This is an optimization exercise on Yosys and OpenROAD, whose aim is small area, a short achievable clock period and few clock cycles per item, not a production implementation.
Function was checked by simulation only, so behaviour that the tests miss may differ from the original.
Power and IR drop assume default switching activity.

===== flow/design.v =====
module btc (
    input  wire        clk,
    input  wire        rst,         
    input  wire        in_valid,
    output wire        in_ready,
    input  wire [15:0] in_data,
    output wire        out_valid,
    input  wire        out_ready,
    output reg  [15:0] out_data
);
    localparam CAP_MAX = 16;
    localparam [7:0] ST_OK        = 8'h00;
    localparam [7:0] ST_ALREADY   = 8'h04;
    localparam [7:0] ST_FULL      = 8'h05;
    localparam [7:0] ST_EMPTY     = 8'h06;
    localparam [7:0] ST_INVCAP    = 8'h0B;
    localparam [7:0] ST_ILLEGAL   = 8'h0C;
    localparam [7:0] ST_NOBUF     = 8'h0D;
    localparam [7:0] OP_RB_ALLOC  = 8'h10;
    localparam [7:0] OP_RB_FREE   = 8'h11;
    localparam [7:0] OP_RB_PUSH   = 8'h12;
    localparam [7:0] OP_RB_POP    = 8'h13;
    localparam [7:0] OP_RB_RBULK  = 8'h14;
    localparam [7:0] OP_RB_WBULK  = 8'h15;
    localparam [7:0] OP_RB_LEN    = 8'h16;
    localparam [7:0] OP_TB_ALLOC  = 8'h20;
    localparam [7:0] OP_TB_FREE   = 8'h21;
    localparam [7:0] OP_TB_PUSH   = 8'h22;
    localparam [7:0] OP_TB_POP    = 8'h23;
    localparam [7:0] OP_TB_PEEK   = 8'h24;
    localparam [7:0] OP_TB_RBULK  = 8'h25;
    localparam [7:0] OP_TB_LEN    = 8'h26;
    localparam [2:0] F_NONE = 3'd0;   
    localparam [2:0] F_H    = 3'd1;
    localparam [2:0] F_A    = 3'd2;
    localparam [2:0] F_I    = 3'd3;
    localparam [2:0] F_AI   = 3'd4;
    localparam [2:0] F_N    = 3'd5;
    localparam [2:0] F_Q    = 3'd6;
    localparam [3:0] S_HHI   = 4'd0;   
    localparam [3:0] S_HLO   = 4'd1;   
    localparam [3:0] S_DEC   = 4'd2;   
    localparam [3:0] S_PAY   = 4'd3;   
    localparam [3:0] S_EXEC  = 4'd4;   
    localparam [3:0] S_RHI   = 4'd5;   
    localparam [3:0] S_RLO   = 4'd6;   
    localparam [3:0] S_RBD   = 4'd7;   
    localparam [3:0] S_TBC   = 4'd8;   
    localparam [3:0] S_TBD   = 4'd9;   
    reg [3:0] state;
    reg        rb_present;
    reg  [4:0] rb_c;           
    reg  [4:0] rb_r, rb_w;     
    reg [15:0] rbm [0:CAP_MAX-1];
    reg        tb_present;
    reg  [4:0] tb_c;
    reg  [4:0] tb_r, tb_w;
    reg [15:0] tbm [0:4*CAP_MAX-1];
    reg [31:0] hdr;
    wire [7:0]  opc = hdr[31:24];
    wire [5:0]  rsv = hdr[23:18];
    wire [1:0]  a2  = hdr[17:16];
    wire [15:0] imm = hdr[15:0];
    reg        legal;          
    reg [15:0] pay_left;       
    reg [15:0] q [0:3];        
    reg  [1:0] q_idx;
    reg [15:0] wb_k;           
    reg  [7:0] status;
    reg [15:0] value;
    reg  [4:0] rd;             
    reg  [4:0] res_left;       
    reg  [4:0] n [0:3];        
    reg  [1:0] lane;
    reg  [4:0] lane_left;
    function [4:0] adv1;            
        input [4:0] x;
        input [4:0] c;
        begin
            if ({1'b0, x} + 6'd1 == {c, 1'b0})
                adv1 = 5'd0;
            else
                adv1 = x + 5'd1;
        end
    endfunction
    function [4:0] advk;            
        input [4:0] x;
        input [4:0] k;
        input [4:0] c;
        reg [5:0] s;
        begin
            s = {1'b0, x} + {1'b0, k};
            if (s >= {c, 1'b0})
                advk = s - {c, 1'b0};
            else
                advk = s[4:0];
        end
    endfunction
    function [4:0] slot;            
        input [4:0] x;
        input [4:0] c;
        begin
            if (x >= c)
                slot = x - c;
            else
                slot = x;
        end
    endfunction
    function [4:0] occf;            
        input [4:0] w;
        input [4:0] r;
        input [4:0] c;
        reg [5:0] d;
        begin
            if (w >= r)
                d = {1'b0, w} - {1'b0, r};
            else
                d = {1'b0, w} + {c, 1'b0} - {1'b0, r};
            occf = d[4:0];
        end
    endfunction
    function [5:0] taddr;
        input [1:0] p;
        input [4:0] x;
        input [4:0] c;
        begin
            taddr = p * c + {1'b0, slot(x, c)};
        end
    endfunction
    wire [4:0] rb_occ  = occf(rb_w, rb_r, rb_c);
    wire       rb_empty = (rb_w == rb_r);
    wire       rb_full  = (rb_occ == rb_c);
    wire [4:0] tb_occ  = occf(tb_w, tb_r, tb_c);
    wire       tb_empty = (tb_w == tb_r);
    wire       tb_full  = (tb_occ == tb_c);
    reg [2:0] fmt;
    reg       standalone_op;
    always @(*) begin
        fmt = F_NONE;
        standalone_op = 1'b0;
        case (opc)
            8'h01: fmt = F_A;
            8'h02, 8'h03, 8'h04, 8'h05, 8'h06: fmt = F_H;
            8'h07: fmt = F_I;
            8'h08: fmt = F_A;
            8'h09, 8'h0A: fmt = F_H;
            OP_RB_ALLOC:  begin fmt = F_I; standalone_op = 1'b1; end
            OP_RB_FREE:   begin fmt = F_H; standalone_op = 1'b1; end
            OP_RB_PUSH:   begin fmt = F_I; standalone_op = 1'b1; end
            OP_RB_POP:    begin fmt = F_H; standalone_op = 1'b1; end
            OP_RB_RBULK:  begin fmt = F_I; standalone_op = 1'b1; end
            OP_RB_WBULK:  begin fmt = F_N; standalone_op = 1'b1; end
            OP_RB_LEN:    begin fmt = F_H; standalone_op = 1'b1; end
            OP_TB_ALLOC:  begin fmt = F_I; standalone_op = 1'b1; end
            OP_TB_FREE:   begin fmt = F_H; standalone_op = 1'b1; end
            OP_TB_PUSH:   begin fmt = F_Q; standalone_op = 1'b1; end
            OP_TB_POP:    begin fmt = F_H; standalone_op = 1'b1; end
            OP_TB_PEEK:   begin fmt = F_H; standalone_op = 1'b1; end
            OP_TB_RBULK:  begin fmt = F_Q; standalone_op = 1'b1; end
            OP_TB_LEN:    begin fmt = F_H; standalone_op = 1'b1; end
            8'h30: fmt = F_AI;
            8'h31: fmt = F_N;
            8'h32: fmt = F_H;
            8'h33, 8'h34: fmt = F_Q;
            8'h35, 8'h36: fmt = F_H;
            8'h37: fmt = F_A;
            8'h38: fmt = F_H;
            8'h40: fmt = F_H;
            default: fmt = F_NONE;
        endcase
    end
    wire dec_legal = standalone_op && (rsv == 6'd0)
                  && !((fmt == F_H || fmt == F_I || fmt == F_N || fmt == F_Q) && a2 != 2'd0)
                  && !((fmt == F_H || fmt == F_A || fmt == F_Q) && imm != 16'd0);
    wire [15:0] dec_plen = (fmt == F_N) ? imm : (fmt == F_Q) ? 16'd4 : 16'd0;
    wire wb_active = legal && (opc == OP_RB_WBULK) && rb_present;
    assign in_ready  = (state == S_HHI) || (state == S_HLO) || (state == S_PAY);
    assign out_valid = (state == S_RHI) || (state == S_RLO) || (state == S_RBD)
                    || (state == S_TBC) || (state == S_TBD);
    wire in_fire  = in_valid && in_ready;
    wire out_fire = out_valid && out_ready;
    wire [3:0] lane_nz = {n[3] != 5'd0, n[2] != 5'd0, n[1] != 5'd0, n[0] != 5'd0};
    function [2:0] next_lane;
        input [2:0] from;
        input [3:0] nz;
        integer i;
        begin
            next_lane = 3'b000;
            for (i = 3; i >= 0; i = i - 1)
                if (i >= from && nz[i])
                    next_lane = {1'b1, i[1:0]};
        end
    endfunction
    wire [2:0] nl_first = next_lane(3'd0, lane_nz);
    wire [2:0] nl_after = next_lane({1'b0, lane} + 3'd1, lane_nz);
    reg [4:0] tb_r_start;
    always @(*) begin
        case (state)
            S_RHI:   out_data = value;
            S_RLO:   out_data = {8'h00, status};
            S_RBD:   out_data = rbm[slot(rd, rb_c)];
            S_TBC:   out_data = {11'd0, n[lane]};
            S_TBD:   out_data = tbm[taddr(lane, rd, tb_c)];
            default: out_data = 16'd0;
        endcase
    end
    reg [4:0] tb_a;
    reg [4:0] rbk_n [0:3];
    reg [4:0] rbk_m;
    integer  p;
    always @(*) begin
        tb_a = tb_occ;
        rbk_m = tb_a;
        for (p = 0; p < 4; p = p + 1) begin
            rbk_n[p] = (q[p] < {11'd0, tb_a}) ? q[p][4:0] : tb_a;
            if (rbk_n[p] < rbk_m)
                rbk_m = rbk_n[p];
        end
    end
    wire [4:0] rbk_k = (imm < {11'd0, rb_occ}) ? imm[4:0] : rb_occ;
    always @(posedge clk) begin
        if (rst) begin
            state      <= S_HHI;
            rb_present <= 1'b0;
            rb_c       <= 5'd0;
            rb_r       <= 5'd0;
            rb_w       <= 5'd0;
            tb_present <= 1'b0;
            tb_c       <= 5'd0;
            tb_r       <= 5'd0;
            tb_w       <= 5'd0;
        end else begin
            case (state)
                S_HHI: if (in_fire) begin
                    hdr[31:16] <= in_data;
                    state <= S_HLO;
                end
                S_HLO: if (in_fire) begin
                    hdr[15:0] <= in_data;
                    state <= S_DEC;
                end
                S_DEC: begin
                    legal    <= dec_legal;
                    pay_left <= dec_plen;
                    q_idx    <= 2'd0;
                    wb_k     <= 16'd0;
                    if (dec_plen != 16'd0)
                        state <= S_PAY;
                    else
                        state <= S_EXEC;
                end
                S_PAY: if (in_fire) begin
                    if (fmt == F_Q) begin
                        q[q_idx] <= in_data;
                        q_idx    <= q_idx + 2'd1;
                    end
                    if (wb_active && !rb_full) begin
                        rbm[slot(rb_w, rb_c)] <= in_data;
                        rb_w <= adv1(rb_w, rb_c);
                        wb_k <= wb_k + 16'd1;
                    end
                    pay_left <= pay_left - 16'd1;
                    if (pay_left == 16'd1)
                        state <= S_EXEC;
                end
                S_EXEC: begin
                    status <= ST_OK;
                    value  <= 16'd0;
                    res_left <= 5'd0;
                    for (p = 0; p < 4; p = p + 1)
                        n[p] <= 5'd0;
                    lane <= 2'd0;
                    state <= S_RHI;
                    if (!legal) begin
                        status <= ST_ILLEGAL;
                    end else begin
                        case (opc)
                            OP_RB_ALLOC:
                                if (rb_present)
                                    status <= ST_ALREADY;
                                else if (imm == 16'd0 || imm > CAP_MAX)
                                    status <= ST_INVCAP;
                                else begin
                                    rb_present <= 1'b1;
                                    rb_c <= imm[4:0];
                                    rb_r <= 5'd0;
                                    rb_w <= 5'd0;
                                end
                            OP_RB_FREE:
                                if (!rb_present)
                                    status <= ST_NOBUF;
                                else begin
                                    rb_present <= 1'b0;
                                    rb_c <= 5'd0;
                                    rb_r <= 5'd0;
                                    rb_w <= 5'd0;
                                end
                            OP_RB_PUSH:
                                if (!rb_present)
                                    status <= ST_NOBUF;
                                else if (rb_full)
                                    status <= ST_FULL;
                                else begin
                                    rbm[slot(rb_w, rb_c)] <= imm;
                                    rb_w <= adv1(rb_w, rb_c);
                                end
                            OP_RB_POP:
                                if (!rb_present)
                                    status <= ST_NOBUF;
                                else if (rb_empty)
                                    status <= ST_EMPTY;
                                else begin
                                    value <= rbm[slot(rb_r, rb_c)];
                                    rb_r <= adv1(rb_r, rb_c);
                                end
                            OP_RB_RBULK:
                                if (!rb_present)
                                    status <= ST_NOBUF;
                                else begin
                                    value    <= {11'd0, rbk_k};
                                    res_left <= rbk_k;
                                    rd       <= rb_r;
                                    rb_r     <= advk(rb_r, rbk_k, rb_c);
                                end
                            OP_RB_WBULK:
                                if (!rb_present)
                                    status <= ST_NOBUF;
                                else
                                    value <= wb_k;
                            OP_RB_LEN:
                                if (!rb_present)
                                    status <= ST_NOBUF;
                                else
                                    value <= {11'd0, rb_occ};
                            OP_TB_ALLOC:
                                if (tb_present)
                                    status <= ST_ALREADY;
                                else if (imm == 16'd0 || imm > CAP_MAX)
                                    status <= ST_INVCAP;
                                else begin
                                    tb_present <= 1'b1;
                                    tb_c <= imm[4:0];
                                    tb_r <= 5'd0;
                                    tb_w <= 5'd0;
                                end
                            OP_TB_FREE:
                                if (!tb_present)
                                    status <= ST_NOBUF;
                                else begin
                                    tb_present <= 1'b0;
                                    tb_c <= 5'd0;
                                    tb_r <= 5'd0;
                                    tb_w <= 5'd0;
                                end
                            OP_TB_PUSH:
                                if (!tb_present)
                                    status <= ST_NOBUF;
                                else if (tb_full)
                                    status <= ST_FULL;
                                else begin
                                    for (p = 0; p < 4; p = p + 1)
                                        tbm[taddr(p[1:0], tb_w, tb_c)] <= q[p];
                                    tb_w <= adv1(tb_w, tb_c);
                                end
                            OP_TB_POP, OP_TB_PEEK:
                                if (!tb_present)
                                    status <= ST_NOBUF;
                                else if (tb_empty)
                                    status <= ST_EMPTY;
                                else begin
                                    for (p = 0; p < 4; p = p + 1)
                                        n[p] <= 5'd1;
                                    rd <= tb_r;
                                    if (opc == OP_TB_POP)
                                        tb_r <= adv1(tb_r, tb_c);
                                end
                            OP_TB_RBULK:
                                if (!tb_present)
                                    status <= ST_NOBUF;
                                else begin
                                    for (p = 0; p < 4; p = p + 1)
                                        n[p] <= rbk_n[p];
                                    rd   <= tb_r;
                                    tb_r <= advk(tb_r, rbk_m, tb_c);
                                end
                            OP_TB_LEN:
                                if (!tb_present)
                                    status <= ST_NOBUF;
                                else
                                    value <= {11'd0, tb_occ};
                            default: status <= ST_ILLEGAL;
                        endcase
                    end
                end
                S_RHI: if (out_fire)
                    state <= S_RLO;
                S_RLO: if (out_fire) begin
                    if (status != ST_OK)
                        state <= S_HHI;
                    else if (opc == OP_RB_RBULK && res_left != 5'd0)
                        state <= S_RBD;
                    else if (opc == OP_TB_RBULK) begin
                        lane  <= 2'd0;
                        state <= S_TBC;
                    end else if (opc == OP_TB_POP || opc == OP_TB_PEEK) begin
                        lane      <= 2'd0;
                        lane_left <= 5'd1;
                        state     <= S_TBD;
                    end else
                        state <= S_HHI;
                end
                S_RBD: if (out_fire) begin
                    rd       <= adv1(rd, rb_c);
                    res_left <= res_left - 5'd1;
                    if (res_left == 5'd1)
                        state <= S_HHI;
                end
                S_TBC: if (out_fire) begin
                    if (lane == 2'd3) begin
                        if (nl_first[2]) begin
                            lane      <= nl_first[1:0];
                            lane_left <= n[nl_first[1:0]];
                            state     <= S_TBD;
                        end else
                            state <= S_HHI;
                    end else
                        lane <= lane + 2'd1;
                end
                S_TBD: if (out_fire) begin
                    if (lane_left == 5'd1) begin
                        rd <= tb_r_start;
                        if (nl_after[2]) begin
                            lane      <= nl_after[1:0];
                            lane_left <= n[nl_after[1:0]];
                        end else
                            state <= S_HHI;
                    end else begin
                        rd        <= adv1(rd, tb_c);
                        lane_left <= lane_left - 5'd1;
                    end
                end
                default: state <= S_HHI;
            endcase
        end
    end
    always @(posedge clk)
        if (state == S_EXEC)
            tb_r_start <= tb_r;
endmodule

===== flow/run.sh =====
#!/bin/bash
# synth_recipe.tcl (not shown) runs the flow's synth.tcl, then flattens the netlist and writes it again
# the make line also repeats each setting of config.mk as NAME=value (left out here)
make -C /OpenROAD-flow-scripts/flow DESIGN_CONFIG=/design/flow/config.mk WORK_HOME=/design/flow/orfs CLKGATE_MAP_FILE= SYNTH_SCRIPT=/design/flow/synth_recipe.tcl finish

===== flow/config.mk =====
export PLATFORM = sky130hd
export DESIGN_NAME = btc
export DESIGN_NICKNAME = btc
export VERILOG_FILES = /design/flow/design.v
export SDC_FILE = /design/flow/constraint.sdc
export NUM_CORES = 4
export LEC_CHECK = 0
export CAP_MARGIN = 20
export CORE_MARGIN = 2
export CORE_UTILIZATION = 30
export SLEW_MARGIN = 20

===== flow/constraint.sdc =====
create_clock -name core_clock -period 12.5 [get_ports {clk}]
set_input_delay 2.5000 -clock core_clock [delete_from_list [all_inputs] [get_ports {clk}]]
set_output_delay 2.5000 -clock core_clock [all_outputs]
set_load 0.01 [all_outputs]

==> run notes <==
- Result of the run: complete, no violations
- Largest net degree at the start of global routing: 93
- Starting density of the core: 30.1%
- Critical hold path startpoint: rb_c[3]
- Cell type of the slowest stage on the worst timing path: sky130_fd_sc_hd__fa_1
- Worst hold-check slack: 0.557 ns
- Internal Power: 0.00869 W
- TritonCTS clock tree: built
- Worst Path Required: 13.26 ns
- DRT Wirelength: 390,000 um
- Highest-count cells in the layout ignoring fill and taps: sky130_fd_sc_hd__edfxtp_1 (1,473), sky130_fd_sc_hd__mux2i_1 (1,173), sky130_fd_sc_hd__nor2_1 (992)
- Clock network fraction of design power: around 45%
- EDFF count, synth: roughly 1.5k
- Relative contribution of sequential cells to total power: 49.6%
- Class of the tightest hold or removal check: register to register
- Synth Net Count: ~9k
- Global-route wire length before repair: 552,000 um
- Proportion of netlist area held by the largest area contributor: between 40 and 50%
- Post-layout total power: roughly 0.011 W
- Level count of the clock H-tree: 4
- Worst-Skew Late Latency: approximately 0.9 ns
- Sequential fraction of the synthesis area: around 46%
- Final Hold Viols: 0
- Average detailed-routed wire length per instance: 29.7 um
- CTS max path bufs: 4
- Filler cells: roughly 32k
- Top achievable clock speed: 0.0843 GHz
- Path type of the worst setup path: register to register
- X dimension of the die: 576 um
- Number of detailed-routing iterations run before antenna repair: 12
- Net switching power: 0.00266 W
- Normalized max-slew margin: 14.3%
- Final-report max-slew violation count: 0
- Utilization after layout: 33.5%
- Post-layout worst setup margin: ~0.64 ns
- Top cell by count, worst path: sky130_fd_sc_hd__ha_1
- Total congestion overflow after global routing: 0
- Number of I/O port buffers: 37
- Pre-CTS WS: 0.448 ns
- Cells taking the most area after synthesis: sky130_fd_sc_hd__edfxtp_1 (45%), sky130_fd_sc_hd__mux2i_1 (12%), sky130_fd_sc_hd__mux4_2 (9.6%), sky130_fd_sc_hd__nor2_1 (4.0%), sky130_fd_sc_hd__a21oi_1 (3.4%)
- Most frequent standard cell in the layout excluding fill and tap cells: sky130_fd_sc_hd__edfxtp_1
- Final setup violation count: 0
- Switching share of power: 23.5%
- 1st-iter DRT viols: 11.9k
- Half-perimeter wire length after detailed placement: roughly 240,000 um
- Leak Pwr: 40.4 nW
- Register bit total from synthesis: 1,513
- Post-CTS clock slew at the launch and capture registers of the worst setup and hold paths: about 0.07 ns
- Worst path max stage delay: 0.52 ns
- Number of antenna violations at the first check in global routing: 15
- Area of the core region: about 330,000 um^2
- Most used flip-flop cell after synthesis: sky130_fd_sc_hd__edfxtp_1
- Number of buffers added by the clock tree synthesis step: 176
- Proportion of layout cells with a drive suffix above 1: 15.0%
- Endpoint type of the worst setup path: register
- Number of global-route vias before repair: 75.0k
- Critical path origin: tb_r[1]
- Final nets: 8,818
- Share of the clock period used by the worst path after layout: 94.9%
- Power density over the cells: 104 nW/um^2
- Count of unique library cells instantiated by Yosys: 105
- Number of standard-cell rows in the floorplan: 210
- Adder-cell share of the synthesized area: about 2.4%
- Simple-Gate Fraction of Synth Area: 10.0%
- GPL Wtd Cong: 0.974
- Measured slew at the worst slew-check pin: ~1.3 ns
- Clock Sink Count: 1,513
- Max-capacitance violation count: 0
- Via-to-Cell Ratio: 6.01
- Peak supply drop: 0.102 mV
- Vias: just under 80k
- Comb power frac: 5.3%
- Synthesized area per cell: around 11 um^2
- Share of the synthesized area in compound gates (AO/OA/AOI/OAI): 13.8%
- Combined area of all synthesized cells: approximately 98,000 um^2
- Cell count after synthesis: 9,034
- Xor and xnor fraction of the mapped netlist area: 1.21%
- Combinational family with the most area after synthesis: multiplexers
- Worst R2R Start: tb_r[1]
- Post-synthesis mux area share: 22.1%
- Warnings, synthesis: 3
- Vertical die dimension: 576 um
- Arrival time at the worst endpoint: 12.62 ns
- Final antenna-violating net count: 0
- Async set-reset flop share out of synthesis: 0%
- Buffer cell driving the clock tree root: sky130_fd_sc_hd__clkbuf_16
- Die outline area: 332,000 um^2
- GR Util All Layers: 22.6%
- Period minus WS final: around 12 ns
- Number of remaining DRC errors: 0
- Count of pins on the block boundary: 38
- Worst Clk Skew: 0.0759 ns
- RSZ-0062 raised after global routing: false
- Critical Path Source Type: register
- Setup TNS: 0 ns
- Largest fanout of any net on the critical path: 7
- Post-synth top area cell: sky130_fd_sc_hd__edfxtp_1
- Area grow syn2layout: 11.3%
critical path, delay by kind of cell (launching register included):
family / cells / cell delay (ns)
AOI/OAI and AO/OA: 24 / 4.53
adders and majority gates: 10 / 3.00
and+or+nand+nor: 11 / 1.63
buffers and inverters: 9 / 0.95
muxes: 3 / 0.90
xor gates and xnor gates: 2 / 0.42
DFF: 1 / 0.33
power by group through the flow:
stage                     Clock (W)  Combinational, W  Sequential, W
after global routing        0.00533          0.000638        0.00563
after global placement            0          0.000571        0.00573
after floorplan                   0          0.000350        0.00570
after CTS                   0.00515          0.000582        0.00562
final                       0.00512          0.000603        0.00563
after detailed placement          0          0.000580        0.00573
state kept, by name, indices dropped and copies added, names as in the netlist, 5 cells and up, named ones only:
name / cells
rbm: 256
rb_c: 5
n: 20
q: 64
tb_c: 5
value: 16
res_left: 5
rb_w: 5
wb_k: 16
tbm: 1024
tb_r: 5
rd: 5
tb_r_start: 5
tb_w: 5
rb_r: 5
lane_left: 5
pay_left: 16
hdr: 32
routing by layer:
layer | up-vias | routed length [um] | track usage, %
li1 | 33000 | - | -
met1 | 39400 | 152000 | 29.6
met2 | 5311 | 169000 | 34.3
met3 | 1059 | 46500 | 6.20
met4 | 12 | 21800 | 11.4
met5 | - | 174 | 0.201
layout make-up:
cell class / instances / area [um^2] / area share [%]
multi-input cells: 6406 / 49600 / 45.3
flip-flops and latches: 1513 / 45000 / 41.2
well taps: 4346 / 5440 / 4.98
clock buffers: 225 / 4680 / 4.28
repair buffers: 395 / 3310 / 3.03
clock inverters: 78 / 749 / 0.686
inverters: 138 / 520 / 0.476
diodes: 7 / 17.5 / 0.0160
cell families (layout without fill, tap and decap cells):
| group | count (synthesis) | after routing |
|---|---|---|
| buffers and inverters | 1115 | 836 |
| AO/OA/AOI/OAI | 2199 | 2199 |
| flip-flops | 1513 | 1513 |
| multiplexers | 1640 | 1640 |
| XOR/XNOR | 135 | 135 |
| AND/OR/NAND/NOR | 2262 | 2262 |
| other | 0 | 7 |
| adder cells (fa/ha/maj) | 170 | 170 |
stage by stage:
step | std cells | instance area [um^2]
floorplan | 9034 | 98200
global placement | 12800 | 103000
detailed placement | 12800 | 104000
CTS | 13100 | 109000
global route | 13100 | 109000
finish | 13100 | 109000
final timing paths:
path | endpoint | slack, ns | cells past startpoint
hold reg to reg | rb_c[3] | 0.56 | 2
hold / removal | rb_c[3] | 0.56 | 2
setup / recovery | tb_r[1] | 0.64 | 59
setup reg to reg | tb_r[1] | 0.64 | 59
repair_timing:
item | in CTS | in global routing
setup endpoints to repair | 0 | 4
gates resized for setup | 0 | 17
setup buffers | 0 | 3
hold buffers | 0 | 0
synthesized netlist by cell type, drive strengths merged, types with 10 or more instances:
cell,count
nand2,784
nor4,33
and2,20
a21boi,10
nand2b,32
nand4,13
buf,259
clkbuf,718
mux2,39
and3,20
o211ai,19
a31oi,11
nor2b,55
nor3,77
a222oi,15
dfxtp,40
a21o,294
inv,137
a22oi,25
xor2,44
o32ai,10
a211oi,359
nand3,98
or2,14
o221ai,40
edfxtp,1473
or3,14
ha,137
xnor2,91
o22ai,28
mux4,418
a21oi,661
fa,31
a221o,28
mux2i,1183
o21ai,632
nor2,1071
Testbench counts, summed over its fixed seeds: cycles 30,813, items 3,281.

## what the ideal ports hide
Ports are ideal in the flow. The routed layout listed here was re-timed in OpenROAD.
Step 1 sets driving cells, clkbuf_16 on the clock port and buf_2 on the other inputs (assumed; they add their load-dependent delay and slew).
Step 2 moves the port delays by t, midway between the first and last clock arrival at a register: inputs arrive t later, outputs are due t later. That takes back most of the time a late clock gives input paths.
Slacks: ideal ports / drivers / drivers and shift; pairs: ideal ports / drivers.
t (ns): 0.946
slack for setup (ns): 0.640 / 0.614 / 0.640
hold WS [ns]: 0.557 / 0.557 / 0.557
latest minus earliest clock arrival (ns): 0.087 / 0.087
pins driven straight from the clock port: 1
After both steps setup and hold are still met in this run. For this run, drivers alone change the setup slack by -0.026 ns; drivers and shift together by 0.000 ns.
